From an optimization exercise on the open Yosys and OpenROAD flow, aimed at small area; shortcuts taken in it are not production practice.
Function was checked by simulation only, so behaviour that the tests miss may differ from the original.
No activity file was given, so power comes from the tool's default toggle rates.

Setup of job 101:
Design dcs_decoder, start of the top module:
module dcs_decoder (
    input  wire        clk,
    input  wire        rst_n,
    input  wire [15:0] cfg_alpha,
    input  wire [25:0] cfg_spb,
    input  wire        in_valid,
    output wire        in_ready,
    input  wire [15:0] in_sample,
    output reg         out_valid,
    output wire        out_bnd,
    output wire        out_bit,
    output reg         out_found,
    output wire [8:0]  out_code,
    output wire        out_inv,
    output reg         out_event
);
Size: roughly 1800 cells after synthesis, roughly 230 flip-flops, roughly 77 I/O pins, ~14000 um2 of cells after synthesis.
export LEC_CHECK = 0
export ABC_AREA = 1
export CAP_MARGIN = 20
export CORE_MARGIN = 2
export CORE_UTILIZATION = 50
export CTS_BUF_LIST = sky130_fd_sc_hd__clkbuf_8
export PLACE_DENSITY = 0.6
export SLEW_MARGIN = 20
export SYNTH_MEMORY_MAX_BITS = 65536
create_clock -name core_clock -period 15.0 [get_ports {clk}]
standard.sh (not shown) runs the stock make flow with config.mk's settings and CLKGATE_MAP_FILE= SYNTH_SCRIPT=/design/flow/synth_recipe.tcl, a recipe that flattens the netlist after the stock synthesis.
==> flow/flow/run.sh <==
#!/bin/bash
# Layout flow: the standard flow (standard.sh, the standard synthesis and
# ORFS steps) with one change: the port buffers that global placement inserts
# on every input and output are the platform's smallest buffer (buf_1)
# instead of the cell buffer_ports picks by default. The full make output is
# in flow_make.log; each ORFS step's log is under orfs/logs/.
set -euo pipefail
bash standard.sh "BUFFER_PORTS_ARGS=-buffer_cell sky130_fd_sc_hd__buf_1" finish > flow_make.log 2>&1
Per the final summary, job 101 finished and its layout is clean on timing, DRC and antenna.
Relative to job 101, the following input files were edited for job 102:
-- flow/config.mk --
<<< job 101, line 11
export CORE_UTILIZATION = 50
export CTS_BUF_LIST = sky130_fd_sc_hd__clkbuf_8
export PLACE_DENSITY = 0.6
>>> job 102, line 11
export CORE_UTILIZATION = 50
export CTS_BUF_LIST = sky130_fd_sc_hd__clkbuf_4 sky130_fd_sc_hd__clkbuf_8 sky130_fd_sc_hd__clkbuf_16
export CTS_CLUSTER_DIAMETER = 80
export CTS_CLUSTER_SIZE = 16
export PLACE_DENSITY = 0.6
--- outcome ---
Job 102: clock-cell share of area lower than job 101. Cmp job 102 vs job 101: post-route non-filler standard cell count lower in job 102. Job 102 vs. job 101: register share of the cell area went up by 0.62 points.
What job 103 does differently from job 102 at the input level:
-- flow/config.mk --
<<< job 102, line 11
export CORE_UTILIZATION = 50
export CTS_BUF_LIST = sky130_fd_sc_hd__clkbuf_4 sky130_fd_sc_hd__clkbuf_8 sky130_fd_sc_hd__clkbuf_16
export CTS_CLUSTER_DIAMETER = 80
export CTS_CLUSTER_SIZE = 16
export PLACE_DENSITY = 0.6
>>> job 103, line 11
export CORE_UTILIZATION = 50
export CTS_BUF_LIST = sky130_fd_sc_hd__clkbuf_8
export CTS_CLUSTER_DIAMETER = 80
export CTS_CLUSTER_SIZE = 16
export GPL_TIMING_DRIVEN = 0
export PLACE_DENSITY = 0.6
==> comparison <==
Routed metal-1 wirelength (job 103 over job 102): increase, 980 um. Summary of job 103 over job 102: cell count climbed 62; post-synthesis adder-cell area fraction barely changed. Est. power | job 103 vs job 102 | job 103 lower. [diff] final critical path time including I/O delays and setup, job 103 relative to job 102: regression. Multi-input logic portion of the cell area for job 103 is higher than for job 102. Of job 102 and job 103, the run reporting the higher layout clock buffer count was job 102. Largest incremental delay on the critical path: job 102 and job 103 compared, lower one is job 102. Compared with job 102, job 103 shows a post-placement setup slack that is 1170 ps lower.
Input changes introduced in job 104 (baseline for comparison: job 103):
-- flow/config.mk --
<<< job 103, line 10
export CORE_MARGIN = 2
export CORE_UTILIZATION = 50
export CTS_BUF_LIST = sky130_fd_sc_hd__clkbuf_8
>>> job 104, line 10
export CORE_MARGIN = 2
export CORE_UTILIZATION = 80
export CTS_BUF_LIST = sky130_fd_sc_hd__clkbuf_8
<<< job 103, line 14
export CTS_CLUSTER_SIZE = 16
export GPL_TIMING_DRIVEN = 0
export PLACE_DENSITY = 0.6
export SLEW_MARGIN = 20
>>> job 104, line 14
export CTS_CLUSTER_SIZE = 16
export PLACE_DENSITY = 0.88
export SLEW_MARGIN = 20
## What came out
Per the comparison of job 104 with job 103, number of signal-net buffers in the layout lower; combined area of all synthesized cells roughly the same; global-route wire length before repair lower.
Job 104 vs. job 103: area growth from synthesis to layout went down by 2.4 points.
Against job 103, the final cell area of job 104 is lower.
In job 104 the setup slack turned out 47 ps higher than in job 103.
What job 105 does differently from job 104 at the input level:
-- flow/config.mk --
<<< job 104, line 10
export CORE_MARGIN = 2
export CORE_UTILIZATION = 80
export CTS_BUF_LIST = sky130_fd_sc_hd__clkbuf_8
export CTS_CLUSTER_DIAMETER = 80
export CTS_CLUSTER_SIZE = 16
export PLACE_DENSITY = 0.88
export SLEW_MARGIN = 20
>>> job 105, line 10
export CORE_MARGIN = 2
export CORE_UTILIZATION = 50
export CTS_BUF_LIST = sky130_fd_sc_hd__clkbuf_16
export CTS_CLUSTER_DIAMETER = 100
export CTS_CLUSTER_SIZE = 30
export PLACE_DENSITY = 0.6
export SLEW_MARGIN = 20
--- outcome ---
Job 105 | status: complete | timing, DRC, antenna: pass
Compared to job 104, job 105 has area of placed instances 1.2% higher.
Max setup slack across job 105 and job 104: job 105
Job 105 ended up with a lower multi-input gate share of total cell area than job 104 did.
Total of cells resized after clock tree synthesis: job 105 vs job 104 down 1
[compare] base=job 104 new=job 105: clock power has increased, cell area saw an increase.
Going from job 104 to job 105, power dissipated by switching net loads shrinks by 4.0%.
Higher fraction of met3 tracks used by global routing goes to job 104 over job 105.
Looking at total power across both flows, job 105 is the weaker of the two, with job 104 ahead.
Job 105 gives less global-route usage than job 104 did.

========
Another version of the RTL of dcs_decoder (not shown whole).
Size: ~1900 cells after synthesis.
Design dcs_decoder, start of the top module:
module dcs_decoder (
    input  wire        clk,
    input  wire        rst_n,
    input  wire [15:0] cfg_alpha,
    input  wire [25:0] cfg_spb,
    input  wire        in_valid,
    output wire        in_ready,
    input  wire [15:0] in_sample,
    output reg         out_valid,
    output wire        out_bnd,
    output wire        out_bit,
    output reg         out_found,
    output wire [8:0]  out_code,
    output wire        out_inv,
    output reg         out_event
);
clock: 15.0 ns
lec_check: 0
abc_area: 1
cap_margin: 20
core_margin: 2
core_utilization: 40
cts_buf_list: sky130_fd_sc_hd__clkbuf_8
cts_cluster_diameter: 80
cts_cluster_size: 16
place_density: 0.55
slew_margin: 20
synth_memory_max_bits: 65536
Scripts as last shown in full above: flow/flow/run.sh
Rerun with:
==> flow/run.sh (new file) <==
#!/bin/bash
# synth_recipe.tcl (not shown) runs the flow's synth.tcl, then flattens the netlist and writes it again
# the make line also repeats each setting of config.mk as NAME=value (left out here)
make -C /OpenROAD-flow-scripts/flow DESIGN_CONFIG=/design/flow/config.mk WORK_HOME=/design/flow/orfs CLKGATE_MAP_FILE= SYNTH_SCRIPT=/design/flow/synth_recipe.tcl finish
removed: flow/flow/run.sh
removed: flow/standard.sh
Result:
- The new run finished clean
- routed wire length is higher by a few percent
- sequential share of layout area decreases by 0.91 points
- design area increases by a few percent
- total power stays flat
- die area is unchanged
- global-route usage climbs by 0.57 points
- utilization grows by 1.3 points
Rerun with:
- CORE_UTILIZATION: 40 -> 65
- PLACE_DENSITY: 0.55 -> 0.75
The changed run produced a clean layout.
Wire length drops by a little under a tenth.
Area after synthesis does not change.
Die area fell by well over a third.
Cell count decreases by a little under a tenth.
Maximum frequency shrinks slightly.
Power grows slightly.

========
== red ==
dcs_decoder with an RTL version that a note above also has.
Size in the first run: ~230 flip-flops, roughly 77 I/O pins, ~14000 um^2 of cells after synthesis.
==> flow/design.v (excerpt) <==
module dcs_decoder (
    input  wire        clk,
    input  wire        rst_n,
    input  wire [15:0] cfg_alpha,
    input  wire [25:0] cfg_spb,
    input  wire        in_valid,
    output wire        in_ready,
    input  wire [15:0] in_sample,
    output reg         out_valid,
    output wire        out_bnd,
    output wire        out_bit,
    output reg         out_found,
    output wire [8:0]  out_code,
    output wire        out_inv,
    output reg         out_event
);
export LEC_CHECK = 0
export ABC_AREA = 1
export CAP_MARGIN = 20
export CORE_MARGIN = 2
export CORE_UTILIZATION = 50
export CTS_BUF_LIST = sky130_fd_sc_hd__clkbuf_8
export CTS_CLUSTER_DIAMETER = 60
export CTS_CLUSTER_SIZE = 20
export PLACE_DENSITY = 0.6
export SLEW_MARGIN = 20
export SYNTH_MEMORY_MAX_BITS = 65536
create_clock -name core_clock -period 15.0 [get_ports {clk}]
==> flow/flow/run.sh <==
#!/bin/bash
# Layout flow: the standard flow (standard.sh, the standard synthesis and
# ORFS steps) with one change: the port buffers that global placement inserts
# on every input and output are the platform's smallest buffer (buf_1)
# instead of the cell buffer_ports picks by default. The full make output is
# in flow_make.log; each ORFS step's log is under orfs/logs/.
set -euo pipefail
bash standard.sh "BUFFER_PORTS_ARGS=-buffer_cell sky130_fd_sc_hd__buf_1" finish > flow_make.log 2>&1
The flow did not stop early for red: all stages ran, and the layout cleared the timing, design-rule and antenna checks.
Relative to red, the following input files were edited for blue:
Settings: CTS_CLUSTER_SIZE changed from 20 to 16; CTS_CLUSTER_DIAMETER changed from 60 to 80.
### Flow results
- The higher worst setup slack after layout of red and blue is in blue.
- Looking at red and blue, the clock transition at the registers of the reported paths is a wash.
- Internal power shrinks by a little under 10% when moving from red to blue.
- The multi-input logic portion of the cell area of blue is higher than that of red.
- The run showing the greater relative contribution of combinational cells to total power is blue.
- On clock distribution power: between red and blue, it ends up higher for red.
- Summary of blue over red: routed wire length decreased 0.93%; total power of the final layout down about 8%; initial core utilization was more or less identical; number of max-capacitance violations reported ~0 delta; post-route cell area fell by about 1.8%.
The inputs of green differ from those of blue as listed below.
Settings: a change of CORE_UTILIZATION from 50 to 65; a change of PLACE_DENSITY from 0.6 to 0.75.
[summary]
blue → green: clock network fraction of total power shrank by 1.4 points; initial standard-cell utilization of the core grew by 15 points; initial antenna violation count held steady. Design area: green < blue. The leakage power of the design on blue is in line with that on green. Hold slack essentially unchanged between blue and green. Of blue and green, blue shows the higher relative area change from synthesis to final layout, with green below it. Going from blue to green, total number of vias shows an increase of 250; power shows a reduction of 30 uW; average wire per cell in the routed design shows a reduction of about 0.4%; sequential cell area share shows an increase of 0.27 points.

[separate check: timing with driven ports]
In the flow no input, the clock included, has a driving cell. The finished layouts below were timed again as built, in two steps. Step 1 (the two cells are an assumption about what drives the block):
set clk [get_ports {clk}]
set_driving_cell -lib_cell sky130_fd_sc_hd__clkbuf_16 $clk
set_driving_cell -lib_cell sky130_fd_sc_hd__buf_2 [delete_from_list [all_inputs] $clk]
Step 2, shift: input delay + t, output delay - t, t = (earliest + latest rising clock arrival at the registers) / 2. This alone moves slack from input paths to output paths. Three values: ideal, step 1, step 2; two values: the first two.
| run | t (ns) | slack for setup (ns) | hold slack, ns | worst register clock-pin slew, ns |
|---|---|---|---|---|
| job 101 | 0.595 | 0.631 / 0.656 / 0.061 | 0.476 / 0.476 / 0.476 | 0.07 / 0.07 |
| job 102 | 0.550 | 0.587 / 0.616 / 0.066 | 0.478 / 0.478 / 0.478 | 0.08 / 0.08 |
| job 103 | 0.601 | 0.373 / 0.395 / -0.205 | 0.463 / 0.463 / 0.463 | 0.11 / 0.11 |
| job 104 | 0.589 | 0.421 / 0.443 / -0.146 | 0.489 / 0.489 / 0.489 | 0.11 / 0.11 |
| job 105 | 0.534 | 0.541 / 0.569 / 0.035 | 0.487 / 0.487 / 0.487 | 0.12 / 0.12 |
| the first run of note 2 | 0.604 | 0.659 / 0.687 / 0.083 | 0.358 / 0.358 / 0.358 | 0.11 / 0.11 |
| the second run of note 2 | 0.597 | 0.525 / 0.544 / -0.052 | 0.368 / 0.368 / 0.368 | 0.11 / 0.11 |
| the third run of note 2 | 0.582 | 0.378 / 0.398 / -0.184 | 0.367 / 0.367 / 0.367 | 0.11 / 0.11 |
| red | 0.615 | 0.566 / 0.591 / -0.024 | 0.475 / 0.475 / 0.475 | 0.11 / 0.11 |
| blue | 0.574 | 0.612 / 0.637 / 0.063 | 0.483 / 0.483 / 0.483 | 0.12 / 0.12 |
| green | 0.562 | 0.532 / 0.542 / -0.020 | 0.485 / 0.485 / 0.485 | 0.11 / 0.11 |
With both steps, setup timing fails in 6 of these runs, where it was met with ideal ports. The setup slack of red, which loses most, moves by +0.025 ns with the drivers and by -0.590 ns with both steps.
